What follows belongs to an exercise in optimizing a design on an open flow for small area; a production flow would make more cautious choices. The RTL was checked by simulation tests, not by an equivalence proof against the original design. Power is estimated from default activity; no workload was simulated.

Setup of alpha:
==> flow/design.v <==
module ibus_decoder (
    input  wire        clk,
    input  wire        rst,
    input  wire        in_valid,
    input  wire [7:0]  in_byte,
    output reg  [15:0] ch0,
    output reg  [15:0] ch1,
    output reg  [15:0] ch2,
    output reg  [15:0] ch3,
    output reg  [15:0] ch4,
    output reg  [15:0] ch5
);
    reg [4:0]  rem;
    reg [3:0]  idx;
    reg [12:0] acc;
    reg [95:0] sr;
    wire idle   = (rem == 5'd0);
    wire ck_hi  = (rem == 5'd1);
    wire accum  = (rem[4:2] != 3'd0) || (rem == 5'd3);
    wire len_ok = (in_byte[7:6] == 2'b00) && (in_byte[5] ? (in_byte[4:0] == 5'd0)
                                                         : (in_byte[4:2] != 3'd0));
    wire idx_done = (idx == 4'd13);
    wire shift    = in_valid && accum && (idx < 4'd13);
    wire csum_ok = (acc[7:0] == 8'hFF) && (in_byte == {3'b111, ~acc[12:8]});
    wire commit  = in_valid && ck_hi && csum_ok && idx_done;
    always @(posedge clk) begin
        if (rst)
            rem <= 5'd0;
        else if (in_valid) begin
            if (idle)
                rem <= len_ok ? (in_byte[4:0] - 5'd1) : 5'd0;
            else
                rem <= rem - 5'd1;
        end
    end
    wire        keep = !shift && !idle;
    always @(posedge clk)
        sr <= ({in_byte, sr[95:8]} & {96{shift}}) | (sr & {96{keep}});
    wire [7:0] vbyte = in_byte & {8{in_valid}};
    always @(posedge clk)
        acc <= (idle ? 13'd0 : acc) + {5'd0, vbyte};
    always @(posedge clk) begin
        if (in_valid && idle)
            idx <= 4'd0;
        else if (shift)
            idx <= (idx == 4'd0 && in_byte != 8'h40) ? 4'd15 : idx + 4'd1;
    end
    wire        ld   = commit && !rst;
    wire        hold = !commit && !rst;
    wire [95:0] ch_q = {ch5, ch4, ch3, ch2, ch1, ch0};
    wire [95:0] ch_d = (sr & {96{ld}}) | (ch_q & {96{hold}});
    always @(posedge clk)
        {ch5, ch4, ch3, ch2, ch1, ch0} <= ch_d;
endmodule
module mixer_core (
    input  wire [15:0] steer,
    input  wire [15:0] throttle,
    output wire [8:0]  red,
    output wire [8:0]  full,
    output wire        a_red,
    output wire        a_full,
    output wire        b_red,
    output wire        b_full
);
    wire steer_right = (steer >= 16'd1510);
    wire steer_left  = (steer <= 16'd1490);
    wire [8:0] bsum = steer[7:0] + steer[15:8];
    wire [5:0] nsum = bsum[3:0] + bsum[7:4] + bsum[8];
    reg  [2:0] m;
    always @(*) m = nsum % 6'd5;
    reg [17:0] kc;
    always @(*) begin
        case ({steer_left, m})
            4'b0000: kc = 18'd1001;
            4'b0001: kc = 18'd1002;
            4'b0010: kc = 18'd1003;
            4'b0011: kc = 18'd999;
            4'b0100: kc = 18'd1000;
            4'b1000: kc = -18'sd2000;
            4'b1001: kc = -18'sd2001;
            4'b1010: kc = -18'sd2002;
            4'b1011: kc = -18'sd1998;
            4'b1100: kc = -18'sd1999;
            default: kc = 18'bx;
        endcase
    end
    wire [17:0] sx = {2'b00, steer} ^ {18{~steer_left}};    
    wire [17:0] y  = {3'b000, throttle[15:1]} + sx + kc + {17'd0, throttle[0]};
    wire red_ok  = (y[17:9] == 9'd0) && (y[8:0] <= 9'd500);
    wire full_ok = (throttle >= 16'd1000) && (throttle <= 16'd2000);
    wire [8:0] yf = throttle[9:1] + throttle[0] - 9'd500;    
    assign red    = y[8:0];
    assign full   = yf;
    assign a_red  = steer_left && red_ok;
    assign a_full = !steer_left && full_ok;
    assign b_red  = steer_right && red_ok;
    assign b_full = !steer_right && full_ok;
endmodule
module drive_mixer (
    input  wire        clk,
    input  wire        rst,
    input  wire        tick,
    input  wire [15:0] steer,
    input  wire [15:0] throttle,
    output reg  [8:0]  a_speed,
    output reg  [8:0]  b_speed
);
    wire [8:0] red, full;
    wire       a_red, a_full, b_red, b_full;
    mixer_core u_core (
        .steer    (steer),
        .throttle (throttle),
        .red      (red),
        .full     (full),
        .a_red    (a_red),
        .a_full   (a_full),
        .b_red    (b_red),
        .b_full   (b_full)
    );
    wire ld   = tick && !rst;
    wire hold = !tick && !rst;
    wire la_r = ld && a_red;
    wire la_f = ld && a_full;
    wire lb_r = ld && b_red;
    wire lb_f = ld && b_full;
    always @(posedge clk) begin
        a_speed <= (red & {9{la_r}}) | (full & {9{la_f}}) | (a_speed & {9{hold}});
        b_speed <= (red & {9{lb_r}}) | (full & {9{lb_f}}) | (b_speed & {9{hold}});
    end
endmodule
module ibus_mixer #(
    parameter [15:0] DUTY_MAX = 16'd500
) (
    input  wire        clk,
    input  wire        rst,
    input  wire        in_valid,
    input  wire [7:0]  in_byte,
    input  wire        tick,
    output wire [15:0] ch0,
    output wire [15:0] ch1,
    output wire [15:0] ch2,
    output wire [15:0] ch3,
    output wire [15:0] ch4,
    output wire [15:0] ch5,
    output wire [15:0] a_speed,
    output wire [15:0] b_speed,
    output wire        a_dir,
    output wire        b_dir
);
    wire [8:0] a9, b9;
    ibus_decoder u_decoder (
        .clk      (clk),
        .rst      (rst),
        .in_valid (in_valid),
        .in_byte  (in_byte),
        .ch0      (ch0),
        .ch1      (ch1),
        .ch2      (ch2),
        .ch3      (ch3),
        .ch4      (ch4),
        .ch5      (ch5)
    );
    drive_mixer u_mixer (
        .clk      (clk),
        .rst      (rst),
        .tick     (tick),
        .steer    (ch0),
        .throttle (ch2),
        .a_speed  (a9),
        .b_speed  (b9)
    );
    assign a_speed = {7'd0, a9};
    assign b_speed = {7'd0, b9};
    assign a_dir   = 1'b0;
    assign b_dir   = 1'b0;
endmodule
Settings: LEC_CHECK=0, CAP_MARGIN=20, CORE_MARGIN=2, CORE_UTILIZATION=60, SLEW_MARGIN=20; clock period 33.0 ns.
standard.sh (not shown) runs the stock make flow with config.mk's settings and CLKGATE_MAP_FILE= SYNTH_SCRIPT=/design/flow/synth_recipe.tcl, a recipe that flattens the netlist after the stock synthesis.
==> flow/flow/run.sh <==
#!/bin/bash
# The standard layout (standard.sh) with these changes:
#  - synthesis maps the logic with an area-oriented ABC script
#    (flow/abc_area.script, used through ABC_AREA=1 from a copy of the
#    ORFS scripts folder) and leaves adders to ABC (no ADDER_MAP_FILE);
#    flip-flop mapping is untouched;
#  - ports are buffered with buf_1;
#  - the clock tree uses clkbuf_4 in small clusters, without dummy loads;
#  - the constant outputs share synthesis's single tie cell.
# make's output goes to standard.log; ORFS writes each step's log under orfs/logs.
set -euo pipefail
HERE=$(pwd)
rm -rf "$HERE/scripts_mod"
cp -r "$FLOW_HOME/scripts" "$HERE/scripts_mod"
cp "$HERE/flow/abc_area.script" "$HERE/scripts_mod/abc_area.script"
bash standard.sh \
  "SCRIPTS_DIR=$HERE/scripts_mod" \
  "ABC_AREA=1" \
  "ADDER_MAP_FILE=" \
  "SKIP_REPAIR_TIE_FANOUT=1" \
  "BUFFER_PORTS_ARGS=-buffer_cell sky130_fd_sc_hd__buf_1" \
  "CTS_ARGS=-sink_clustering_enable -repair_clock_nets -dont_use_dummy_load -buf_list sky130_fd_sc_hd__clkbuf_4 -sink_clustering_size 11 -sink_clustering_max_diameter 40" \
  finish > standard.log 2>&1
==> flow/flow/abc_area.script <==
strash
&get -n
&dch -f
&if -a -K 3
&mfs -e -W 20 -L 20
&fx
&st
&put
balance -l
resub -K 6 -l
rewrite -l
resub -K 6 -N 2 -l
refactor -l
resub -K 8 -l
balance -l
resub -K 8 -N 2 -l
rewrite -l
resub -K 10 -l
rewrite -z -l
resub -K 10 -N 2 -l
balance -l
resub -K 12 -l
refactor -z -l
resub -K 12 -N 2 -l
rewrite -z -l
balance -l
&get -n
&dch -f
&if -a -K 4
&mfs -e -W 20 -L 20
&fx
&st
&put
balance -l
resub -K 6 -l
rewrite -l
resub -K 6 -N 2 -l
refactor -l
resub -K 8 -l
balance -l
resub -K 8 -N 2 -l
rewrite -l
resub -K 10 -l
rewrite -z -l
resub -K 10 -N 2 -l
balance -l
resub -K 12 -l
refactor -z -l
resub -K 12 -N 2 -l
rewrite -z -l
balance -l
&get -n
&dch -f
&if -a -K 3
&mfs -e -W 20 -L 20
&fx
&st
&put
balance -l
resub -K 6 -l
rewrite -l
resub -K 6 -N 2 -l
refactor -l
resub -K 8 -l
balance -l
resub -K 8 -N 2 -l
rewrite -l
resub -K 10 -l
rewrite -z -l
resub -K 10 -N 2 -l
balance -l
resub -K 12 -l
refactor -z -l
resub -K 12 -N 2 -l
rewrite -z -l
balance -l
&get -n
&dch -f
&if -a -K 4
&mfs -e -W 20 -L 20
&fx
&st
&put
balance -l
resub -K 6 -l
rewrite -l
resub -K 6 -N 2 -l
refactor -l
resub -K 8 -l
balance -l
resub -K 8 -N 2 -l
rewrite -l
resub -K 10 -l
rewrite -z -l
resub -K 10 -N 2 -l
balance -l
resub -K 12 -l
refactor -z -l
resub -K 12 -N 2 -l
rewrite -z -l
balance -l
&get -n
&st
&dch -f
&nf -p -F 8 -R 1000
&put
topo
[inputs] beta vs alpha
diff --git a/flow/design.v b/flow/design.v
--- a/flow/design.v
+++ b/flow/design.v
@@ -33,9 +33,9 @@
                 rem <= rem - 5'd1;
         end
     end
-    wire        keep = !shift && !idle;
     always @(posedge clk)
-        sr <= ({in_byte, sr[95:8]} & {96{shift}}) | (sr & {96{keep}});
+        if (shift)
+            sr <= {in_byte, sr[95:8]};
     wire [7:0] vbyte = in_byte & {8{in_valid}};
     always @(posedge clk)
         acc <= (idle ? 13'd0 : acc) + {5'd0, vbyte};
==> run notes <==
- beta finished end to end and its layout was clean on timing, DRC and antenna.
- beta vs alpha — post-route standard cell area excluding fillers rose about 1.3%.
- On final cell count: between alpha and beta, it ends up lower for beta.
- As far as met2 global-route usage is concerned, beta and alpha perform about the same.
- Side by side, power turned out higher in beta than in alpha.
- Looking only at signal arrival time at the worst endpoint, and setting everything else aside, the lower value of alpha and beta goes to alpha.
- Going from alpha to beta, simple-gate portion of the synthesized area up 0.98 points, global-route wire length before repair has decreased, pre-CTS setup slack now sits lower.

[what the ideal ports hide]
No port has a modelled driver above. Below, the same layouts with a new extraction and two added sets of constraints.
Step 1, drivers: a clkbuf_16 drives clk and a buf_2 each remaining input, both assumed.
Step 2 moves the port delays by t, midway between the first and last clock arrival at a register: inputs arrive t later, outputs are due t later. That takes back most of the time a late clock gives input paths.
Three values: ideal, step 1, step 2; two values: the first two.
run | t (ns) | setup slack, ns | worst hold slack (ns) | worst setup path at the end | pins driven straight from the clock port
alpha | 0.655 | 22.670 / 22.684 / 22.029 | 0.466 / 0.466 / 0.466 | input to register | 1
beta | 0.657 | 22.545 / 22.559 / 21.901 | 0.416 / 0.416 / 0.416 | input to register | 1
After both steps every run listed still meets setup and hold. The setup slack of beta, which loses most, moves by +0.014 ns with the drivers and by -0.644 ns with both steps.
